Source: an optimization exercise on an open RTL-to-GDS flow (aim: small area). Production flows keep margins and buffers that such runs may drop.
At most, simulation tests tie the RTL to the original design; equivalence was not proved.

==> v37: inputs <==
==> flow/design.v (excerpt) <==
module cdb_core (
    input  wire        clk,
    input  wire        rst,           
    output reg         mem_req,
    output reg         mem_we,
    output reg  [15:0] mem_addr,
    output reg  [7:0]  mem_wdata,
    input  wire        mem_ready,
    input  wire [7:0]  mem_rdata,
    output reg         out_valid,     
    output reg  [7:0]  out_data,
    output reg         done,          
    output reg         terminated,    
    output reg  [2:0]  fault_cause,   
    output reg  [15:0] fault_pc,      
    output reg  [16:0] fault_info,
    input  wire [5:0]  rr_id,         
    output reg  [15:0] rr_data
);
    localparam [4:0] S_CLR   = 5'd0,    
                     S_FETCH = 5'd1,
                     S_RA    = 5'd2,    
                     S_RB    = 5'd3,    
                     S_EX    = 5'd4,
                     S_ITP   = 5'd5,    
                     S_IT    = 5'd6,    
                     S_ITF   = 5'd7,
                     S_MM    = 5'd8,    
                     S_CMP   = 5'd9,
                     S_JMP   = 5'd10,
                     S_WPREP = 5'd11,   
                     S_MB    = 5'd12,   
                     S_ROT   = 5'd13,   
                     S_PSP   = 5'd14,   
                     S_POP2  = 5'd15,   
                     S_POP3  = 5'd16,   
                     S_RD1   = 5'd17,   
                     S_RD2   = 5'd18,   
                     S_RD2B  = 5'd19,   
  ...
Settings: LEC_CHECK=0, CAP_MARGIN=40, CORE_MARGIN=2, CORE_UTILIZATION=30, PLACE_DENSITY=0.5, SLEW_MARGIN=30; clock period 12.0 ns.
run.sh (not shown) runs the stock make flow with config.mk's settings and CLKGATE_MAP_FILE= SYNTH_SCRIPT=/design/flow/synth_recipe.tcl, a recipe that flattens the netlist after the stock synthesis.
==> v23: changes against v37 <==
--- a/flow/design.v
+++ b/flow/design.v
@@ -40,11 +40,14 @@
                      S_RD2C  = 5'd20,   
                      S_RD3   = 5'd21,   
                      S_RD4   = 5'd22,   
                      S_SW2   = 5'd23,   
                      S_WB    = 5'd24,   
-                     S_STOP  = 5'd25;
+                     S_STOP  = 5'd25,
+                     S_FOOB  = 5'd26,   
+                     S_RD2A  = 5'd27,
+                     S_RD4A  = 5'd28;
     localparam [2:0] F_OOB = 3'd1, F_ARITH = 3'd2, F_INVREG = 3'd3, F_ILLEGAL = 3'd4;
     reg [4:0]  state;
     reg [3:0]  c;             
     reg [15:0] ring [0:14];
     reg [15:0] pc;            
@@ -94,34 +97,44 @@
     reg  [5:0]  id;           
     reg         raw;          
     wire [3:0]  wi = (id[5:4] == 2'b00) ? id[3:0] : (id[4:1] - 4'd3);
     wire [4:0]  dpos = {1'b0, wi} - {1'b0, c};
     wire [3:0]  pos  = dpos[4] ? (dpos[3:0] + 4'd15) : dpos[3:0];
-    wire [15:0] W    = (wi == 4'd0) ? pcb[15:0] : ring[pos];
+    reg  [15:0] W;
+    integer k;
+    always @* begin
+        W = (wi == 4'd0) ? pcb[15:0] : 16'h0000;
+        for (k = 0; k < 15; k = k + 1)
+            W = W | (ring[k] & {16{(wi != 4'd0) && (pos == k)}});
+    end
     wire        bmode = (id[5:4] != 2'b00) && !raw;
     wire [15:0] V    = bmode ? {8'h00, id[0] ? W[15:8] : W[7:0]} : W;
     wire        at_head = (pos == 4'd0);
     reg  [1:0]  psel;         
+    reg  [15:0] KP;
     reg         qk;           
     reg  [15:0] K;
     reg         sub, cin, lsel;
     reg  [1:0]  lfn;          
     reg         shin;
     wire [15:0] tsh = {t[14:0], shin};
-    wire [15:0] P = (psel == 2'd0) ? xa : (psel == 2'd1) ? V : (psel == 2'd2) ? tsh : 16'h0000;
+    wire [15:0] P = (psel == 2'd0) ? xa : (psel == 2'd2) ? tsh : KP;
     wire [15:0] Q = qk ? K : xb;
-    wire [16:0] S = {1'b0, P} + {1'b0, Q ^ {16{sub}}} + {16'd0, cin};
+    wire [15:0] Qx = Q ^ {16{sub}};
+    wire [15:0] pp = P ^ Qx;
+    wire [15:0] gg = P & Qx;
+    wire [16:0] cy;
+    assign cy[0] = cin;
+    genvar gi;
+    generate for (gi = 0; gi < 16; gi = gi + 1) begin : g_add
+        assign cy[gi+1] = gg[gi] | (pp[gi] & cy[gi]);
+    end endgenerate
+    wire [16:0] S  = {cy[16], pp ^ cy[15:0]};
     wire        co = S[16];
-    reg  [15:0] L;
-    always @* begin
-        case (lfn)
-            2'd0: L = P & Q;
-            2'd1: L = P | Q;
-            2'd2: L = ~(P ^ Q);
-            default: L = P ^ Q;
-        endcase
-    end
+    wire        l_p = lfn[1] | lfn[0];
+    wire        l_g = !lfn[1];
+    wire [15:0] L  = (pp & {16{l_p}}) | (gg & {16{l_g}});
     wire [15:0] Z   = lsel ? L : S[15:0];
     wire        zz  = (S[15:0] == 16'h0000);
     wire c_lt = !co, c_eq = zz;
     reg  cmp_res;
     always @* begin
@@ -137,12 +150,12 @@
     wire big   = |xb[15:4];
     wire sh_lt = (cnt < xb[3:0]);
     wire div_ge = t[15] | co;
     wire is_div_or_mod_q = (is_div || is_mod) && div_ge;
     wire it_en = is_lsh ? (big | sh_lt) : is_rsh ? (!big & !sh_lt) : 1'b1;
-    wire push_bad = (|V[15:12]) | (&V[11:0]);
-    wire pop_bad  = (V[15:1] == 15'd0) | (|V[15:13]) | (V[12] & (|V[11:0]));
+    wire push_bad = (|xb[15:12]) | (&xb[11:0]);
+    wire pop_bad  = (xb[15:1] == 15'd0) | (|xb[15:13]) | (xb[12] & (|xb[11:0]));
     wire mb_rd    = is_pop | is_peek | (is_read & !ph);
     wire mb_inp   = !mb_rd & xb_inp;
     wire mb_need  = !mb_rd & (bsel ^ (mb_inp & xb[0]));
     wire mb_last  = bsel | (is_mset & flag);
     reg [5:0] wb_id;
@@ -161,11 +174,12 @@
     wire       fgo = !oob && (fetch_inp || mem_ready);
     reg wr_en, wr_lo, wr_hi;
     always @* begin
         id   = 6'd0;
         raw  = 1'b0;
-        psel = 2'd3;
+        psel = 2'd1;
+        KP   = 16'h0000;
         qk   = 1'b1;
         K    = 16'h0000;
         sub  = 1'b0;
         cin  = 1'b0;
         lsel = 1'b0;
@@ -181,30 +195,29 @@
         case (state)
             S_CLR: begin
                 wr_en = (cnt != 4'd0);
             end
             S_FETCH: begin
-                id = oob ? 6'd0 : {5'b01000, pcb[0]};
+                id = {5'b01000, pcb[0]};
                 mem_addr = pcb[15:0];
                 mem_req = (bidx != len || bidx == 3'd0) && !oob && !fetch_inp;
             end
             S_RA: begin
                 id  = a_reg ? xa[5:0] : 6'd2;
                 raw = is_un;
             end
             S_RB: begin
-                id = b_reg ? xb[5:0] : 6'd3;
+                id = b_reg ? xb[5:0] : is_swap ? 6'd3 : is_jmp ? 6'd4 : 6'd1;
             end
             S_EX: begin
-                id = is_jmp ? 6'd4 : 6'd1;
                 if (is_bin || is_cmp) begin
                     psel = 2'd0; qk = 1'b0;
                     if (is_logic) begin
-                        lsel = 1'b1; lfn = bk[1:0];
+                        lsel = 1'b1; lfn = bk[1:0]; sub = (bk[1:0] == 2'd2);
                     end else if (bk == 4'd6) begin
                     end else if (is_div || is_mod) begin
-                        psel = 2'd3;           
+                        psel = 2'd1;           
                     end else begin
                         sub = 1'b1; cin = 1'b1;
                     end
                 end else if (is_un) begin
                     psel = 2'd0;
@@ -213,15 +226,15 @@
                     end else begin
                         K = (a_reg && (xb[5:4] != 2'b00) && xb[0]) ? 16'h0100 : 16'h0001;
                         if (uk == 2'd2) begin sub = 1'b1; cin = 1'b1; end
                     end
                 end else if (is_push) begin
-                    psel = 2'd1; K = 16'hF000;
+                    KP = 16'hF000; qk = 1'b0;
                 end else if (is_pop || is_peek) begin
-                    psel = 2'd1; K = 16'hEFFE;
+                    KP = 16'hEFFE; qk = 1'b0;
                 end else if (is_jmp) begin
-                    psel = 2'd1;
+                    qk = 1'b0;
                 end else if (is_mset) begin
                     qk = 1'b0; cin = 1'b1;     
                 end else if (is_swap) begin
                     qk = 1'b0;                 
                 end else if (is_read) begin
@@ -241,11 +254,11 @@
             end
             S_ITF: begin
                 psel = 2'd0;
             end
             S_MM: begin
-                psel = flag ? 2'd0 : 2'd3;
+                psel = flag ? 2'd0 : 2'd1;
                 qk = flag;
             end
             S_CMP: begin
                 K = {15'd0, flag};
             end
@@ -269,23 +282,26 @@
             end
             S_ROT: begin
                 psel = 2'd2; shin = t[15];
             end
             S_PSP: begin
-                id = 6'd1; psel = 2'd1; K = 16'h0002;
+                KP = 16'h1001; qk = 1'b0;    
             end
             S_POP2: begin
-                id = 6'd1; psel = 2'd1; K = 16'h0002; sub = 1'b1; cin = 1'b1;
+                KP = 16'h0FFF; qk = 1'b0;    
             end
             S_POP3: begin
                 psel = 2'd0;
             end
             S_RD1: begin
                 psel = 2'd0; K = 16'hFFFF;
             end
             S_RD2: begin
-                id = 6'd16; psel = 2'd1; K = 16'hEF00;
+                id = 6'd16;
+            end
+            S_RD2A: begin
+                KP = 16'hEF00; qk = 1'b0;
             end
             S_RD2B: begin
                 mem_req = 1'b1;
             end
             S_RD2C: begin
@@ -293,26 +309,31 @@
             end
             S_RD3: begin
                 psel = 2'd0; K = 16'h00FF; lsel = 1'b1; lfn = 2'd0;
             end
             S_RD4: begin
-                id = 6'd16; psel = 2'd1; K = 16'h0001;
+                id = 6'd16;
+            end
+            S_RD4A: begin
+                qk = 1'b0; cin = 1'b1;
             end
             S_SW2: begin
                 psel = 2'd0;
             end
             S_WB: begin
                 id = wb_id;
                 wr_en = 1'b1;
             end
+            S_FOOB: ;
             default: begin  
                 id = rr_id;
             end
         endcase
         wr_lo = (state == S_CLR) || !(id[5:4] != 2'b00 && id[0]);
         wr_hi = (state == S_CLR) || !(id[5:4] != 2'b00 && !id[0]);
         done        = (state == S_STOP);
+        terminated  = done && (fault_cause == 3'd0);
         fault_pc    = pc;
         fault_info  = (fault_cause == F_OOB) ? {fi16, xb} : {9'd0, op};
         rr_data     = (rr_id <= 6'd37) ? V : 16'h0000;
     end
     wire head_wr = wr_en && (state == S_CLR || at_head);
@@ -343,11 +364,10 @@
         c <= (c == 4'd15) ? 4'd1 : c + 4'd1;
         if (rst) begin
             state       <= S_CLR;
             cnt         <= 4'd0;
             c           <= 4'd1;
-            terminated  <= 1'b0;
             fault_cause <= 3'd0;
         end else begin
             case (state)
                 S_CLR: begin
                     t   <= Z;
@@ -360,13 +380,11 @@
                 end
                 S_FETCH: begin
                     if (bidx != 3'd0 && bidx == len) begin
                         state <= S_RA;
                     end else if (oob) begin
-                        xb   <= V;             
-                        fi16 <= 1'b1;
-                        fault(F_OOB);
+                        state <= S_FOOB;
                     end else if (fgo) begin
                         if (bidx == 3'd0) begin
                             op <= fb;
                             if (fb > 8'h6A || fb[7:2] == 6'b001001)
                                 fault(F_ILLEGAL);
@@ -390,11 +408,11 @@
                     if (a_reg || is_swap) xa <= V;
                     flag  <= a_reg && (xa[5:4] != 2'b00);
                     state <= S_RB;
                 end
                 S_RB: begin
-                    if (b_reg || is_swap) xb <= V;
+                    if (b_reg || is_swap || is_jmp || is_push || is_pop || is_peek) xb <= V;
                     state <= S_EX;
                 end
                 S_EX: begin
                     ph <= 1'b0;
                     rt <= 1'b0;
@@ -454,11 +472,10 @@
                         bsel  <= 1'b0;
                         state <= S_MB;
                     end else if (is_term) begin
                         pc         <= pcb[15:0];
                         bidx       <= 3'd0;
-                        terminated <= 1'b1;
                         state      <= S_STOP;
                     end else begin
                         retire;                
                     end
                 end
@@ -543,10 +560,14 @@
                     t <= Z;                    
                     if (!co) retire;           
                     else state <= S_RD2;
                 end
                 S_RD2: begin
+                    xb    <= V;
+                    state <= S_RD2A;
+                end
+                S_RD2A: begin
                     xb    <= Z;
                     state <= S_RD2B;
                 end
                 S_RD2B: begin
                     if (mem_ready) begin
@@ -565,10 +586,14 @@
                     t     <= Z;
                     ph    <= 1'b0;
                     state <= S_WB;
                 end
                 S_RD4: begin
+                    xb    <= V;
+                    state <= S_RD4A;
+                end
+                S_RD4A: begin
                     t     <= Z;
                     ph    <= 1'b1;
                     state <= S_WB;
                 end
                 S_SW2: begin
@@ -582,10 +607,15 @@
                         else if (is_pop && !ph)               state <= S_POP3;
                         else if (is_read && !ph)              state <= S_RD4;
                         else                                  retire;
                     end
                 end
+                S_FOOB: begin
+                    xb   <= V;             
+                    fi16 <= 1'b1;
+                    fault(F_OOB);
+                end
                 default: ;  
             endcase
         end
     end
 endmodule
ABC_AREA = 1   (was default)
CAP_MARGIN = 20   (was 40)
CORE_UTILIZATION = 60   (was 30)
CTS_BUF_LIST = sky130_fd_sc_hd__clkbuf_4 sky130_fd_sc_hd__clkbuf_8   (was default)
PLACE_DENSITY = 0.7   (was 0.5)
SLEW_MARGIN = 20   (was 30)
==> run summary <==
Between v37 and v23, the lower wire length is in v23 (gap about 16%, measured against v23). Against v23, the first-iteration DRC count of v37 is lower by 33%. In v37 the die area is higher than in v23, by 120%. Of v37 and v23, v37 has the higher cell count (gap about 18%, measured against v23). Worst hold slack: v23 is higher than v37 (0.0025 ns).
==> figures <==
item                                                               v37                   v23
Outcome                               no timing/DRC/antenna violations  no timing/DRC/antenna violations
Diode count                                                          0                     3
Worst reg2reg setup slack                                      0.54 ns               0.48 ns
Metal3 WL                                                      7900 um             14,900 um
Signal buffers share of area                                     13.4%                 7.75%
Top-area cell type share of the netlist area                     24.2%                 26.7%
Classification of the worst setup path          input port to register  register to register
Final Routed Wirelength                                     109,000 um             93,700 um
Min setup slack post-route                                    0.388 ns              0.479 ns
Worst Path Buf+Inv                                                   8                     6
Crit-path max FO                                                     8                     6
Vias                                                             22.5k                 22.7k
Drt via density                                                   5.93                  7.05
The RTL of v23 was laid out without a check of its function.

==> port drivers added, routing unchanged <==
No port has a modelled driver above. Below, the same layouts with a new extraction and two added sets of constraints.
Step 1 (the two cells are an assumption about what drives the block):
set clk [get_ports {clk}]
set_driving_cell -lib_cell sky130_fd_sc_hd__clkbuf_16 $clk
set_driving_cell -lib_cell sky130_fd_sc_hd__buf_2 [delete_from_list [all_inputs] $clk]
Step 2 times the ports against the registers' clock, not the clock port: input delays grow and output delays shrink by t, the midpoint of the rising clock arrivals with the driver on.
Three values: ideal ports, drivers, drivers and shift; two values: the first two.
run | t, ns | setup slack, ns | hold slack, ns | worst setup path at the end | pins driven straight from the clock port
v37 | 0.639 | 0.388 / 0.417 / -0.222 | 0.349 / 0.349 / 0.349 | input to register | 1
v23 | 0.679 | 0.479 / 0.479 / 0.479 | 0.351 / 0.351 / 0.351 | register to register | 1
With both steps, setup timing fails in v37, where it was met with ideal ports. The setup slack of v37, which loses most, moves by +0.029 ns with the drivers and by -0.610 ns with both steps.
